Background: an optimization exercise with open tools, aiming at small area, a short achievable clock period and few clock cycles per item. Do not read the settings as production practice. The RTL was checked by simulation tests, not by an equivalence proof against the original design. No activity file was given, so power comes from the tool's default toggle rates.

== try-juniper ==
## gpcf
module gpcf (
    input  wire        clk,
    input  wire        rst,
    input  wire [4:0]  cfg_size,
    input  wire        cfg_white_sets,
    input  wire        cfg_reject_b2_bit3,
    input  wire        in_valid,
    output wire        in_ready,
    input  wire [2:0]  in_op,
    input  wire [31:0] in_data,
    input  wire [2:0]  in_kind,
    input  wire        in_seq,
    input  wire        in_ack,
    input  wire        in_colour,
    input  wire [7:0]  in_x,
    input  wire [7:0]  in_y,
    output reg         o_valid,
    output reg  [3:0]  o_ev,
    output reg  [1:0]  o_abort,
    output reg  [1:0]  o_status,
    output wire [7:0]  o_byte,
    output wire [31:0] o_frame,
    output wire [2:0]  o_kind,
    output wire [9:0]  o_value,
    output wire        o_seq,
    output wire        o_ack,
    output wire        o_colour,
    output wire [7:0]  o_x,
    output wire [7:0]  o_y
);
    localparam OP_RX_BYTE   = 3'd0;
    localparam OP_RX_END    = 3'd1;
    localparam OP_KILL      = 3'd2;
    localparam OP_TX_PACKET = 3'd3;
    localparam OP_TX_TALK   = 3'd4;
    localparam OP_PACK      = 3'd5;
    localparam OP_UNPACK    = 3'd6;
    localparam OP_DECODE    = 3'd7;
    localparam EV_NONE       = 4'd0;
    localparam EV_TALK       = 4'd1;
    localparam EV_PACKET     = 4'd2;
    localparam EV_FRAME_DROP = 4'd3;
    localparam EV_NOISE      = 4'd4;
    localparam EV_TERMINATED = 4'd5;
    localparam EV_REFUSED    = 4'd6;
  ...
For scale: about 940 cells after synthesis, roughly 150 I/O pins, about 7200 um2 of cells after synthesis.
==> flow/config.mk <==
export PLATFORM = sky130hd
export DESIGN_NAME = gpcf
export DESIGN_NICKNAME = gpcf
export VERILOG_FILES = /design/flow/design.v
export SDC_FILE = /design/flow/constraint.sdc
export NUM_CORES = 4
export LEC_CHECK = 0
export ABC_AREA = 1
export CAP_MARGIN = 20
export CORE_MARGIN = 2
export CORE_UTILIZATION = 70
export CTS_BUF_LIST = sky130_fd_sc_hd__clkbuf_8
export SLEW_MARGIN = 20
==> flow/constraint.sdc <==
create_clock -name core_clock -period 17.0 [get_ports {clk}]
set_input_delay 3.4000 -clock core_clock [delete_from_list [all_inputs] [get_ports {clk}]]
set_output_delay 3.4000 -clock core_clock [all_outputs]
set_load 0.01 [all_outputs]
standard.sh (not shown) runs the stock make flow with config.mk's settings and CLKGATE_MAP_FILE= SYNTH_SCRIPT=/design/flow/synth_recipe.tcl, a recipe that flattens the netlist after the stock synthesis.
==> flow/flow/run.sh <==
#!/bin/bash
# Standard synthesis and layout (the standard.sh), with single-drive
# port buffers and timing repair aimed beyond the constraint's slack.
set -euo pipefail
export BUFFER_PORTS_ARGS="-buffer_cell sky130_fd_sc_hd__buf_1"
export SETUP_SLACK_MARGIN=12.66
bash standard.sh synth > synth.log 2>&1
bash standard.sh > layout.log 2>&1
try-juniper completed; timing, DRC and antenna clean
Testbench counts of try-juniper, summed over its fixed seeds: cycles 32,016, items 32,000.
The inputs of try-onyx differ from those of try-juniper as listed below.
==> flow/flow/run.sh <==
#!/bin/bash
# Standard synthesis (the standard.sh), its combinational logic re-mapped
# for area under a delay target (registers untouched, see remap.tcl), then
# the standard layout, with single-drive port buffers and timing repair
# aimed beyond the constraint's slack.  Each tool logs to its own file here.
set -euo pipefail
export BUFFER_PORTS_ARGS="-buffer_cell sky130_fd_sc_hd__buf_1"
export SETUP_SLACK_MARGIN=12.6
bash standard.sh synth > synth.log 2>&1
export RESULTS=$PWD/orfs/results/sky130hd/gpcf/base
export REMAP_DELAY_PS=${REMAP_DELAY_PS:-3400}
if "$FLOW_HOME/../tools/install/yosys/bin/yosys" -c flow/remap.tcl > remap.log 2>&1 \
   && [[ -s $RESULTS/1_2_yosys_remap.v ]]; then
  cp "$RESULTS/1_2_yosys_remap.v" "$RESULTS/1_2_yosys.v"
fi
bash standard.sh > layout.log 2>&1
==> flow/flow/remap.tcl (new file) <==
# Yosys: re-map the standard synthesis's combinational logic for area
# under a delay target.  Every register (and tie cell) stays the cell
# instance the standard synthesis made, under the same name.
yosys -import
set lib $::env(FLOW_HOME)/platforms/sky130hd/lib/sky130_fd_sc_hd__tt_025C_1v80.lib
set res $::env(RESULTS)

read_liberty -ignore_miss_func $lib
read_verilog $res/1_2_yosys.v
hierarchy -top gpcf
setattr -mod -set keep_hierarchy 1 sky130_fd_sc_hd__*df* sky130_fd_sc_hd__conb_*
flatten
opt_clean -purge
tee -o $res/remap_before.txt stat -liberty $lib

set d $::env(REMAP_DELAY_PS)
set script [open $res/remap.abc w]
puts $script "strash\ndch\nmap -D $d\ntopo\nstime -c\nbuffer -c\nupsize -c\ndnsize -c"
close $script
set constr [open $res/remap_abc.constr w]
puts $constr "set_driving_cell sky130_fd_sc_hd__buf_1"
puts $constr "set_load 5"
close $constr
abc -liberty $lib -dont_use *lpflow* -dont_use *probe* -constr $res/remap_abc.constr \
  -script $res/remap.abc -D $d
opt_clean -purge
splitnets
opt_clean -purge
hilomap -singleton -hicell sky130_fd_sc_hd__conb_1 HI -locell sky130_fd_sc_hd__conb_1 LO
insbuf -buf sky130_fd_sc_hd__buf_4 A X
opt_clean -purge
tee -o $res/remap_after.txt stat -liberty $lib
select gpcf
write_verilog -noattr -nohex -nodec -selected $res/1_2_yosys_remap.v
--- outcome ---
try-onyx: PASS, flow complete, no timing, DRC or antenna violations. Diff try-juniper -> try-onyx: share of the clock period used by the worst path after layout neither gained nor lost much; die area lost 2.9%; largest net degree at the start of global routing lost 7; synthesized instance count picked up an extra about 2.8%. Between try-juniper and try-onyx, wire length of the first global-routing pass increased. Number of standard-cell rows in the floorplan (higher): try-juniper. Summary of the comparison: combinational share of power is lower in try-onyx, relative to try-juniper.
The following lists how try-amber was set up differently from try-onyx:
- changing CORE_UTILIZATION from 70 to 80
==> flow/flow/run.sh <==
#!/bin/bash
# Standard synthesis and layout (the standard.sh), with single-drive
# port buffers and timing repair aimed beyond the constraint's slack.
set -euo pipefail
export BUFFER_PORTS_ARGS="-buffer_cell sky130_fd_sc_hd__buf_1"
export SETUP_SLACK_MARGIN=12.5
bash standard.sh synth > synth.log 2>&1
bash standard.sh > layout.log 2>&1
removed: flow/flow/remap.tcl
Findings:
- Worst setup slack ends up lower on try-amber.
- Per the final summary, try-amber finished and its layout is clean on timing, DRC and antenna.
- On total sequential power: try-amber sits above try-onyx.
- Compared try-amber vs try-onyx, and count of cells along the worst register-to-register path is down in try-amber.
- sky130_fd_sc_hd__edfxtp_1 as the cell with the biggest individual delay on the critical path was reported by try-amber, and sky130_fd_sc_hd__dfxtp_4 by try-onyx.
Input-level comparison between try-zinc and try-amber:
- CORE_UTILIZATION changed from 80 to 70
diff --git a/flow/flow/run.sh b/flow/flow/run.sh
--- a/flow/flow/run.sh
+++ b/flow/flow/run.sh
@@ -6 +6,2 @@
-export SETUP_SLACK_MARGIN=12.5
+export SETUP_SLACK_MARGIN=12.6
+export CTS_ARGS="-sink_clustering_enable -repair_clock_nets -buf_list sky130_fd_sc_hd__clkbuf_8 -root_buf sky130_fd_sc_hd__clkbuf_16"
Findings:
- Setup WNS try-amber -> try-zinc: better
- Compared with try-amber, in try-zinc non-clock buffer contribution to total cell area went down by 0.16 points; final hold slack rose 0.0042 ns; fmax +about 4.6%; areal power density over the cells dropped 6.2%.
Input changes introduced in try-nickel (baseline for comparison: try-zinc):
- TNS_END_PERCENT newly set to 0
diff --git a/flow/flow/run.sh b/flow/flow/run.sh
--- a/flow/flow/run.sh
+++ b/flow/flow/run.sh
@@ -6,2 +6 @@
-export SETUP_SLACK_MARGIN=12.6
-export CTS_ARGS="-sink_clustering_enable -repair_clock_nets -buf_list sky130_fd_sc_hd__clkbuf_8 -root_buf sky130_fd_sc_hd__clkbuf_16"
+export SETUP_SLACK_MARGIN=12.5
==> comparison <==
try-nickel leaves less setup margin than try-zinc.
try-zinc and try-nickel ended up with roughly the same share of the final layout cell area in multi-input gates.
As far as global routing usage summed across all routing layers is concerned, try-zinc and try-nickel perform about the same.
When try-nickel is measured against try-zinc, its data arrival at the endpoint of the critical path turns out 0.10 ns higher.
There was hardly any difference in fraction of met2 tracks used by global routing between try-zinc and try-nickel.
Against try-zinc as the reference, try-nickel delivers a lower wire length.
Looking at fmax, try-nickel sits about 2.2% below try-zinc.
Hold slack essentially unchanged between try-nickel and try-zinc.
Re layout-stage area growth over the synthesis result: try-zinc and try-nickel aren't equal, and the lower value belongs to try-nickel.
Summary: with try-zinc as the reference, total power in try-nickel moved down slightly.
Changes in try-violet relative to try-nickel:
- TNS_END_PERCENT: 0 -> unset
diff --git a/flow/flow/run.sh b/flow/flow/run.sh
--- a/flow/flow/run.sh
+++ b/flow/flow/run.sh
@@ -6 +6 @@
-export SETUP_SLACK_MARGIN=12.5
+export SETUP_SLACK_MARGIN=12.6
Findings:
Comparing try-nickel and try-violet, stage delay of the slowest cell on the critical path is higher on try-nickel.
There was hardly any difference in internal power component between try-nickel and try-violet.
Re share of the core filled with cells in the final layout: try-nickel and try-violet aren't equal, and the higher value belongs to try-violet.
Between try-nickel and try-violet, leakage power of the design increased.
Setup slack: try-violet more than try-nickel
try-violet against try-nickel: number of vias per cell after detailed routing now larger, fmax rose 1.1%, total stage count of the critical path flat, post-layout total power shows no meaningful change.
| combinational power | try-violet vs try-nickel | ≈ equal |
The run showing the smaller non-clock buffer count is try-nickel.

## port drivers added, routing unchanged
No port has a modelled driver above. Below, the same layouts with a new extraction and two added sets of constraints.
Step 1 (the two cells are an assumption about what drives the block):
set clk [get_ports {clk}]
set_driving_cell -lib_cell sky130_fd_sc_hd__clkbuf_16 $clk
set_driving_cell -lib_cell sky130_fd_sc_hd__buf_2 [delete_from_list [all_inputs] $clk]
Step 2, shift: input delay + t, output delay - t, t = (earliest + latest rising clock arrival at the registers) / 2. This alone moves slack from input paths to output paths.
Three values: ideal ports, drivers, drivers and shift; two values: the first two.
| run | shift t [ns] | setup WS [ns] | latest minus earliest clock arrival (ns) | slew at the worst register clock pin (ns) | worst slew at a driven data input, ns |
|---|---|---|---|---|---|
| try-juniper | 0.473 | 12.642 / 12.605 / 12.441 | 0.012 / 0.013 | 0.08 / 0.08 | 0.04 |
| try-onyx | 0.464 | 12.618 / 12.585 / 12.278 | 0.017 / 0.017 | 0.09 / 0.09 | 0.04 |
| try-amber | 0.467 | 12.483 / 12.483 / 12.201 | 0.018 / 0.017 | 0.09 / 0.09 | 0.04 |
| try-zinc | 0.405 | 12.683 / 12.640 / 12.436 | 0.014 / 0.014 | 0.08 / 0.08 | 0.03 |
| try-nickel | 0.468 | 12.584 / 12.545 / 12.307 | 0.012 / 0.012 | 0.08 / 0.08 | 0.04 |
| try-violet | 0.474 | 12.632 / 12.595 / 12.348 | 0.012 / 0.012 | 0.08 / 0.08 | 0.04 |
After both steps setup and hold are still met in every run listed. The setup slack of try-onyx, which loses most, moves by -0.033 ns with the drivers and by -0.340 ns with both steps.
